From an optimization exercise on the open Yosys and OpenROAD flow, aimed at small area, a short achievable clock period and few clock cycles; shortcuts taken in it are not production practice.
Only simulation tests tie the RTL to the original design; equivalence was not proved.
Power figures rest on the tool's default switching activity, not on a simulated workload.

==> flow/design.v <==
module f64_round (
    input         sign,
    input  [68:0] pn,
    input  [11:0] pexp,
    output [63:0] result,
    output        is_inf,
    output [62:0] trunc,
    output        up,
    output [11:0] e_round
);
    wire [11:0] e_field = pn[68] ? pexp : 12'd0;
    assign up      = pn[15] && ((|pn[14:0]) || pn[16]);
    assign trunc   = {e_field[10:0], pn[67:16]};
    assign e_round = e_field + {11'd0, up && (&pn[67:16])};
    assign is_inf  = e_round >= 12'd2047;
    assign result = {sign, trunc + {62'd0, up}};
endmodule
module f64_mul_nat (
    input  [68:0] pn,
    input  [68:0] sg,
    input  [11:0] pexp,
    output [68:0] pn_next,
    output [68:0] sg_next,
    output [11:0] pexp_next
);
    wire [69:0] s  = {1'b0, pn} + {1'b0, sg};
    wire        up = s[69];
    assign pn_next   = up ? s[69:1] : s[68:0];
    assign sg_next   = up ? {1'b0, sg[68:1]} : sg;
    assign pexp_next = pexp + {11'd0, up};
endmodule
module f64_add_order (
    input  [62:0] a,
    input  [62:0] b_trunc,
    input         b_up,
    input  [10:0] b_exp,
    output        a_big,
    output [5:0]  shift
);
    reg [63:0] gt, eq;
    integer i, l;
    always @* begin
        for (i = 0; i < 64; i = i + 1) begin
            gt[i] = (i < 63) ? (a[i] && !b_trunc[i]) : 1'b0;
            eq[i] = (i < 63) ? (a[i] == b_trunc[i]) : 1'b1;
        end
        for (l = 1; l < 64; l = l * 2)
            for (i = 0; i < 64; i = i + 2 * l) begin
                gt[i] = gt[i + l] || (eq[i + l] && gt[i]);
                eq[i] = eq[i + l] && eq[i];
            end
    end
    assign a_big = gt[0] || (eq[0] && !b_up);
    wire [10:0] xa = {a[62:53], a[52] | ~|a[62:52]};
    wire [10:0] xb = {b_exp[10:1], b_exp[0] | ~|b_exp};
    wire [11:0] dab = {1'b0, xa} - {1'b0, xb};
    wire [10:0] dba = xb - xa;
    wire [10:0] d   = dab[11] ? dba : dab[10:0];
    assign shift = (|d[10:6] || d[5:0] > 6'd56) ? 6'd56 : d[5:0];
endmodule
module f64_add_align (
    input  [63:0] a,
    input  [63:0] b,
    input         b_nan,
    input         b_inf,
    input         a_big,       
    input  [5:0]  ds,          
    output [56:0] sum,
    output [10:0] x_big,
    output        s_big,
    output        r_nan,       
    output        r_inf,       
    output        r_sign,
    output        sub,         
    output reg [5:0] lz        
);
    wire        sa = a[63];
    wire        sb = b[63];
    wire [10:0] ea = a[62:52];
    wire [51:0] fa = a[51:0];
    wire a_nan = (&ea) && (|fa);
    wire a_inf = (&ea) && !(|fa);
    wire [62:0] big = a_big ? a[62:0] : b[62:0];
    wire [62:0] sml = a_big ? b[62:0] : a[62:0];
    assign      sub = sa ^ sb;
    wire [10:0] eB = big[62:52];
    wire        hB = |eB;
    wire        hS = |sml[62:52];
    wire [10:0] xB = {eB[10:1], eB[0] | !hB};
    wire [52:0] mB = {hB, big[51:0]};
    wire [52:0] mS = {hS, sml[51:0]};
    wire [55:0] sml_sh = {mS, 3'b000} >> ds;
    reg  [52:0] st_mask;
    integer j;
    always @* begin
        for (j = 0; j < 53; j = j + 1)
            st_mask[j] = (j + 3 < ds);
    end
    wire        sml_st = |(mS & st_mask);
    wire [55:0] sml_al = {sml_sh[55:1], sml_sh[0] | sml_st};
    wire [57:0] sum_c = {1'b0, mB, 3'b000, 1'b1}
                      + {sub, sml_al ^ {56{sub}}, sub};
    assign sum = sum_c[57:1];
    reg  [55:0] lim;
    always @* begin
        for (j = 0; j < 56; j = j + 1)
            lim[j] = ({5'd0, xB} == 16'd56 - j);
    end
    wire [55:0] lz_in = sum[55:0] | lim;
    always @* begin
        lz = 6'd0;
        for (j = 0; j < 56; j = j + 1)
            if (lz_in[j]) lz = 6'd55 - j;
    end
    assign x_big  = xB;
    assign s_big  = a_big ? sa : sb;
    assign r_nan  = a_nan || b_nan || (a_inf && b_inf && sub);
    assign r_inf  = a_inf || b_inf;
    assign r_sign = a_inf ? sa : sb;
endmodule
module f64_add_norm (
    input  [56:0] sum,
    input  [10:0] x_big,
    input         s_big,
    input         r_nan,
    input         r_inf,
    input         r_sign,
    input         sub,
    input  [5:0]  lz,
    output [63:0] result
);
    wire        carry = sum[56];
    wire [55:0] y   = carry ? {sum[56:2], sum[1] | sum[0]} : (sum[55:0] << lz);
    wire [11:0] ex  = {1'b0, x_big} + (carry ? 12'd0 : {6'h3F, ~lz}) + 12'd1;
    wire [52:0] mant = y[55:3];
    wire        up   = y[2] && (y[1] || y[0] || y[3]);
    wire [10:0] e_fld = mant[52] ? ex[10:0] : 11'd0;
    wire [62:0] pat   = {e_fld, mant[51:0]} + {62'd0, up};
    wire        ovf   = ex >= 12'd2047;    
    wire        sign = s_big && !(sub && sum == 57'd0);
    assign result = r_nan  ? 64'h7FF8000000000000 :
                    r_inf  ? {r_sign, 11'h7FF, 52'd0} :
                    ovf    ? {sign, 11'h7FF, 52'd0} :
                             {sign, pat};
endmodule
module pl_ramp (
    input             clk,
    input             rst,
    input             seg_valid,
    output            seg_ready,
    input      [63:0] seg_value,
    input      [63:0] seg_slope,
    input      [15:0] seg_len,
    output            out_valid,
    input             out_ready,
    output     [63:0] out_data
);
    reg        busy;
    reg        last;       
    reg [15:0] cnt;        
    reg [63:0] value;
    reg        sx;
    reg        x_nan;      
    reg [68:0] pn;         
    reg [68:0] sg;
    reg [11:0] pexp;
    reg [62:0] prod;       
    reg        p_nan;
    reg        p_inf;
    reg        a_big;      
    reg [5:0]  ds;         
    reg        v2;
    reg [56:0] sum2;
    reg [10:0] xb2;
    reg        sb2;
    reg        nan2, inf2, sgn2, sub2;
    reg [5:0]  lz2;
    reg        ov;
    reg        ov_q;       
    reg        rdy_q;      
    reg [63:0] od;
    reg        sv;
    reg [63:0] sd;
    wire [68:0] pn_next;
    wire [68:0] sg_next;
    wire [11:0] pexp_next;
    f64_mul_nat u_acc (
        .pn       (pn),
        .sg       (sg),
        .pexp     (pexp),
        .pn_next  (pn_next),
        .sg_next  (sg_next),
        .pexp_next(pexp_next)
    );
    wire [63:0] prod_next;
    wire        prod_big;
    wire [62:0] prod_trunc;
    wire        prod_up;
    wire [11:0] prod_exp;
    f64_round u_round (
        .sign  (sx),
        .pn    (pn),
        .pexp  (pexp),
        .result(prod_next),
        .is_inf(prod_big),
        .trunc (prod_trunc),
        .up    (prod_up),
        .e_round(prod_exp)
    );
    wire       a_big_n;
    wire [5:0] ds_n;
    f64_add_order u_order (
        .a      (value[62:0]),
        .b_trunc(prod_trunc),
        .b_up   (prod_up),
        .b_exp  (prod_exp[10:0]),
        .a_big(a_big_n),
        .shift(ds_n)
    );
    wire [56:0] sum_a;
    wire [10:0] xb_a;
    wire        sb_a, nan_a, inf_a, sgn_a, sub_a;
    wire [5:0]  lz_a;
    f64_add_align u_align (
        .a     (value),
        .b     ({sx, prod}),
        .b_nan (p_nan),
        .b_inf (p_inf),
        .a_big (a_big),
        .ds    (ds),
        .sum   (sum_a),
        .x_big (xb_a),
        .s_big (sb_a),
        .r_nan (nan_a),
        .r_inf (inf_a),
        .r_sign(sgn_a),
        .sub   (sub_a),
        .lz    (lz_a)
    );
    wire [63:0] res;
    f64_add_norm u_norm (
        .sum   (sum2),
        .x_big (xb2),
        .s_big (sb2),
        .r_nan (nan2),
        .r_inf (inf2),
        .r_sign(sgn2),
        .sub   (sub2),
        .lz    (lz2),
        .result(res)
    );
    wire adv   = !sv;
    wire issue = busy && adv;
    wire take  = !busy || (last && !sv);    
    wire       s_exp_max = &seg_slope[62:52];
    wire       s_hid     = |seg_slope[62:52];
    wire out_free = !ov || out_ready;
    wire busy_n   = rst  ? 1'b0 :
                    take ? seg_valid && (seg_len != 16'd0) :
                           busy && !(issue && last);
    wire last_n   = take  ? seg_len == 16'd1 :
                    issue ? cnt == 16'd2 :
                            last;
    wire sv_n     = !rst && !out_free && (sv || v2);
    wire ov_n     = !rst && (out_free ? sv || v2 : 1'b1);
    always @(posedge clk) begin
        if (take) begin
            cnt   <= seg_len;
            value <= seg_value;
            sx    <= seg_slope[63];
            x_nan <= s_exp_max && (|seg_slope[51:0]);
            pn    <= {s_hid, seg_slope[51:0], 16'd0};
            sg    <= {s_hid, seg_slope[51:0], 16'd0};
            pexp  <= {1'b0, seg_slope[62:53], seg_slope[52] | !s_hid};
            prod  <= 63'd0;
            p_nan <= s_exp_max;
            p_inf <= 1'b0;
            a_big <= 1'b1;
            ds    <= 6'd0;
        end else if (issue) begin
            cnt   <= cnt - 16'd1;
            pn    <= pn_next;
            sg    <= sg_next;
            pexp  <= pexp_next;
            prod  <= prod_next[62:0];
            p_nan <= x_nan;
            p_inf <= prod_big && !x_nan;
            a_big <= a_big_n;
            ds    <= ds_n;
        end
        busy <= busy_n;
        last <= last_n;
        sv   <= sv_n;
        ov   <= ov_n;
        rdy_q <= !busy_n || (last_n && !sv_n);
        ov_q  <= ov_n;
        if (adv) begin
            sum2  <= sum_a;
            xb2   <= xb_a;
            sb2   <= sb_a;
            nan2  <= nan_a;
            inf2  <= inf_a;
            sgn2  <= sgn_a;
            sub2  <= sub_a;
            lz2   <= lz_a;
        end
        if (rst)
            v2 <= 1'b0;
        else if (adv)
            v2 <= issue;
        if (out_free)
            od <= sv ? sd : res;
        if (!sv)
            sd <= res;
    end
    assign seg_ready = rdy_q;
    assign out_valid = ov_q;
    assign out_data  = od;
endmodule
==> flow/config.mk <==
export PLATFORM = sky130hd
export DESIGN_NAME = pl_ramp
export DESIGN_NICKNAME = pl_ramp
export VERILOG_FILES = /design/flow/design.v
export SDC_FILE = /design/flow/constraint.sdc
export NUM_CORES = 4
export LEC_CHECK = 0
export CAP_MARGIN = 20
export CORE_MARGIN = 2
export CORE_UTILIZATION = 50
export CTS_CLUSTER_DIAMETER = 150
export CTS_CLUSTER_SIZE = 20
export SLEW_MARGIN = 20
==> flow/constraint.sdc <==
create_clock -name core_clock -period 55.0 [get_ports {clk}]
set_input_delay 11.0000 -clock core_clock [delete_from_list [all_inputs] [get_ports {clk}]]
set_output_delay 11.0000 -clock core_clock [all_outputs]
set_load 0.01 [all_outputs]
standard.sh (not shown) runs the stock make flow with config.mk's settings and CLKGATE_MAP_FILE= SYNTH_SCRIPT=/design/flow/synth_recipe.tcl, a recipe that flattens the netlist after the stock synthesis.
==> flow/flow/run.sh <==
#!/bin/bash
# Layout flow: the standard layout (standard.sh) with two changes.
#  - The port buffers that placement inserts on every input and output are
#    buf_2 cells (the standard flow picks clkdlybuf4s50_1 delay cells).
#  - Synthesis maps the logic with flow/abc.script, an area-oriented ABC
#    script, in place of ORFS's abc_speed.script. Everything else in
#    synthesis is ORFS's and the standard flow's own: the flip-flops are mapped before
#    ABC runs and ABC does not touch them.
# ORFS takes its scripts from SCRIPTS_DIR, so this runs the standard flow on
# a copy of ORFS's scripts folder that differs only in that one file.
set -e
export BUFFER_PORTS_ARGS="-buffer_cell sky130_fd_sc_hd__buf_2"
rm -rf scripts
cp -r "$FLOW_HOME/scripts" scripts
cp flow/abc.script scripts/abc_speed.script
export SCRIPTS_DIR="$PWD/scripts"
bash standard.sh > standard.log 2>&1
==> flow/flow/abc.script <==
&get -n
&st
&dch
&nf -R 20
&put
buffer -c
topo
stime -c
upsize -c
dnsize -c
Testbench counts at the start, summed over its fixed seeds: cycles 127,448.
Then changed:
--- a/flow/design.v
+++ b/flow/design.v
@@ -3,4 +3,5 @@
     input  [68:0] pn,
     input  [11:0] pexp,
+    input         ones,
     output [63:0] result,
     output        is_inf,
@@ -12,5 +13,5 @@
     assign up      = pn[15] && ((|pn[14:0]) || pn[16]);
     assign trunc   = {e_field[10:0], pn[67:16]};
-    assign e_round = e_field + {11'd0, up && (&pn[67:16])};
+    assign e_round = e_field + {11'd0, up && ones};
     assign is_inf  = e_round >= 12'd2047;
     assign result = {sign, trunc + {62'd0, up}};
@@ -22,5 +23,6 @@
     output [68:0] pn_next,
     output [68:0] sg_next,
-    output [11:0] pexp_next
+    output [11:0] pexp_next,
+    output        ones_next    
 );
     wire [69:0] s  = {1'b0, pn} + {1'b0, sg};
@@ -29,4 +31,5 @@
     assign sg_next   = up ? {1'b0, sg[68:1]} : sg;
     assign pexp_next = pexp + {11'd0, up};
+    assign ones_next = up ? &s[68:17] : &s[67:16];
 endmodule
 module f64_add_order (
@@ -165,4 +168,5 @@
     reg [68:0] sg;
     reg [11:0] pexp;
+    reg        ones;       
     reg [62:0] prod;       
     reg        p_nan;
@@ -185,4 +189,5 @@
     wire [68:0] sg_next;
     wire [11:0] pexp_next;
+    wire        ones_next;
     f64_mul_nat u_acc (
         .pn       (pn),
@@ -191,5 +196,6 @@
         .pn_next  (pn_next),
         .sg_next  (sg_next),
-        .pexp_next(pexp_next)
+        .pexp_next(pexp_next),
+        .ones_next(ones_next)
     );
     wire [63:0] prod_next;
@@ -202,4 +208,5 @@
         .pn    (pn),
         .pexp  (pexp),
+        .ones  (ones),
         .result(prod_next),
         .is_inf(prod_big),
@@ -273,4 +280,5 @@
             sg    <= {s_hid, seg_slope[51:0], 16'd0};
             pexp  <= {1'b0, seg_slope[62:53], seg_slope[52] | !s_hid};
+            ones  <= &seg_slope[51:0];
             prod  <= 63'd0;
             p_nan <= s_exp_max;
@@ -283,4 +291,5 @@
             sg    <= sg_next;
             pexp  <= pexp_next;
+            ones  <= ones_next;
             prod  <= prod_next[62:0];
             p_nan <= x_nan;
After rerunning: The new run passed the timing, design-rule and antenna checks; routed wire length is lower by 5.2%; cell area came out higher by 0.31%; total power is lower by 4.9%; final cell count rises by 0.43%; die area came out higher by 0.74%; sequential cell count rose by 1; area after synthesis went up by 0.75%; worst setup slack gets better by 0.012 ns; combinational power fell by about 6%; worst hold slack is worse by 0.013 ns; clock power is lower by about 6%; sequential power falls by about 3%; count of clock-buffer cells in the layout drops by 2; non-clock buffer count decreases by 2.
Testbench counts after the change, summed over its fixed seeds: cycles 127,448.

---

RTL: the design.v shown in full above, as it stands there.
clock: 55.0 ns
lec_check: 0
cap_margin: 20
core_margin: 2
core_utilization: 50
cts_cluster_diameter: 150
cts_cluster_size: 20
slew_margin: 20
==> flow/flow/run.sh <==
#!/bin/bash
# Layout flow: the standard layout (standard.sh) with two changes.
#  - The port buffers that placement inserts on every input and output are
#    buf_1 cells on the inputs and buf_2 cells on the outputs (the standard
#    flow picks clkdlybuf4s50_1 delay cells for both).
#  - Synthesis maps the logic with flow/abc.script, an area-oriented ABC
#    script, in place of ORFS's abc_speed.script. Everything else in
#    synthesis is ORFS's and the standard flow's own: the flip-flops are mapped before
#    ABC runs and ABC does not touch them.
# ORFS takes its scripts from SCRIPTS_DIR, so this runs the standard flow on
# a copy of ORFS's scripts folder that differs only in those two places.
set -e
rm -rf scripts
cp -r "$FLOW_HOME/scripts" scripts
cp flow/abc.script scripts/abc_speed.script
sed -i 's/^\( *\)buffer_ports {\*}\[env_var_or_empty BUFFER_PORTS_ARGS\]$/\1buffer_ports -inputs -buffer_cell sky130_fd_sc_hd__buf_1\n\1buffer_ports -outputs -buffer_cell sky130_fd_sc_hd__buf_2/' scripts/global_place.tcl
grep -q "buffer_ports -inputs -buffer_cell sky130_fd_sc_hd__buf_1" scripts/global_place.tcl
export SCRIPTS_DIR="$PWD/scripts"
bash standard.sh > standard.log 2>&1
Scripts as last shown in full above: flow/flow/abc.script
Testbench counts at the start, summed over its fixed seeds: cycles 127,448.
==> next run, changes <==
--- a/flow/design.v
+++ b/flow/design.v
@@ -2,6 +2,7 @@
     input         sign,
     input  [68:0] pn,
     input  [11:0] pexp,
+    input         ones,
     output [63:0] result,
     output        is_inf,
     output [62:0] trunc,
@@ -11,7 +12,7 @@
     wire [11:0] e_field = pn[68] ? pexp : 12'd0;
     assign up      = pn[15] && ((|pn[14:0]) || pn[16]);
     assign trunc   = {e_field[10:0], pn[67:16]};
-    assign e_round = e_field + {11'd0, up && (&pn[67:16])};
+    assign e_round = e_field + {11'd0, up && ones};
     assign is_inf  = e_round >= 12'd2047;
     assign result = {sign, trunc + {62'd0, up}};
 endmodule
@@ -21,13 +22,15 @@
     input  [11:0] pexp,
     output [68:0] pn_next,
     output [68:0] sg_next,
-    output [11:0] pexp_next
+    output [11:0] pexp_next,
+    output        ones_next    
 );
     wire [69:0] s  = {1'b0, pn} + {1'b0, sg};
     wire        up = s[69];
     assign pn_next   = up ? s[69:1] : s[68:0];
     assign sg_next   = up ? {1'b0, sg[68:1]} : sg;
     assign pexp_next = pexp + {11'd0, up};
+    assign ones_next = up ? &s[68:17] : &s[67:16];
 endmodule
 module f64_add_order (
     input  [62:0] a,
@@ -164,6 +167,7 @@
     reg [68:0] pn;         
     reg [68:0] sg;
     reg [11:0] pexp;
+    reg        ones;       
     reg [62:0] prod;       
     reg        p_nan;
     reg        p_inf;
@@ -184,13 +188,15 @@
     wire [68:0] pn_next;
     wire [68:0] sg_next;
     wire [11:0] pexp_next;
+    wire        ones_next;
     f64_mul_nat u_acc (
         .pn       (pn),
         .sg       (sg),
         .pexp     (pexp),
         .pn_next  (pn_next),
         .sg_next  (sg_next),
-        .pexp_next(pexp_next)
+        .pexp_next(pexp_next),
+        .ones_next(ones_next)
     );
     wire [63:0] prod_next;
     wire        prod_big;
@@ -201,6 +207,7 @@
         .sign  (sx),
         .pn    (pn),
         .pexp  (pexp),
+        .ones  (ones),
         .result(prod_next),
         .is_inf(prod_big),
         .trunc (prod_trunc),
@@ -272,6 +279,7 @@
             pn    <= {s_hid, seg_slope[51:0], 16'd0};
             sg    <= {s_hid, seg_slope[51:0], 16'd0};
             pexp  <= {1'b0, seg_slope[62:53], seg_slope[52] | !s_hid};
+            ones  <= &seg_slope[51:0];
             prod  <= 63'd0;
             p_nan <= s_exp_max;
             p_inf <= 1'b0;
@@ -282,6 +290,7 @@
             pn    <= pn_next;
             sg    <= sg_next;
             pexp  <= pexp_next;
+            ones  <= ones_next;
             prod  <= prod_next[62:0];
             p_nan <= x_nan;
             p_inf <= prod_big && !x_nan;
Flip-flop and latch count increases by 1.
Cell count came out higher by 0.49%.
Die area went up by 0.74%.
Wire length decreases by 3.4%.
Clock skew falls by 0.025 ns.
Worst setup slack gets worse by 0.023 ns.
Synthesized cell count grows by about 0.56%.
Combinational power goes down by about 5%.
Clock-buffer cell count goes up by 2.
Register-to-register slack gets worse by 0.27 ns.
Testbench counts after the change, summed over its fixed seeds: cycles 127,448.

[re-timing with driven ports]
Ports are ideal in the flow. The routed layouts listed here were re-timed in OpenROAD. Step 1 sets driving cells, clkbuf_16 on the clock port and buf_2 on the other inputs (assumed; they add their load-dependent delay and slew). Step 2 times the ports against the registers' clock, not the clock port: input delays grow and output delays shrink by t, the midpoint of the rising clock arrivals with the driver on. a / b / c = ideal / step 1 / step 2; a / b = the first two.
run | t (ns) | setup WS [ns] | worst slew at a driven data input, ns | cell pins on the clock port's net
the first run of note 1 | 0.699 | 42.801 / 42.727 / 42.492 | 0.11 | 1
the second run of note 1 | 0.697 | 42.814 / 42.745 / 42.269 | 0.11 | 1
the first run of note 2 | 0.695 | 42.821 / 42.749 / 42.452 | 0.10 | 1
the second run of note 2 | 0.698 | 42.798 / 42.727 / 42.299 | 0.12 | 1
After both steps setup and hold are still met in every run listed. The setup slack of the second run of note 1, which loses most, moves by -0.069 ns with the drivers and by -0.545 ns with both steps.
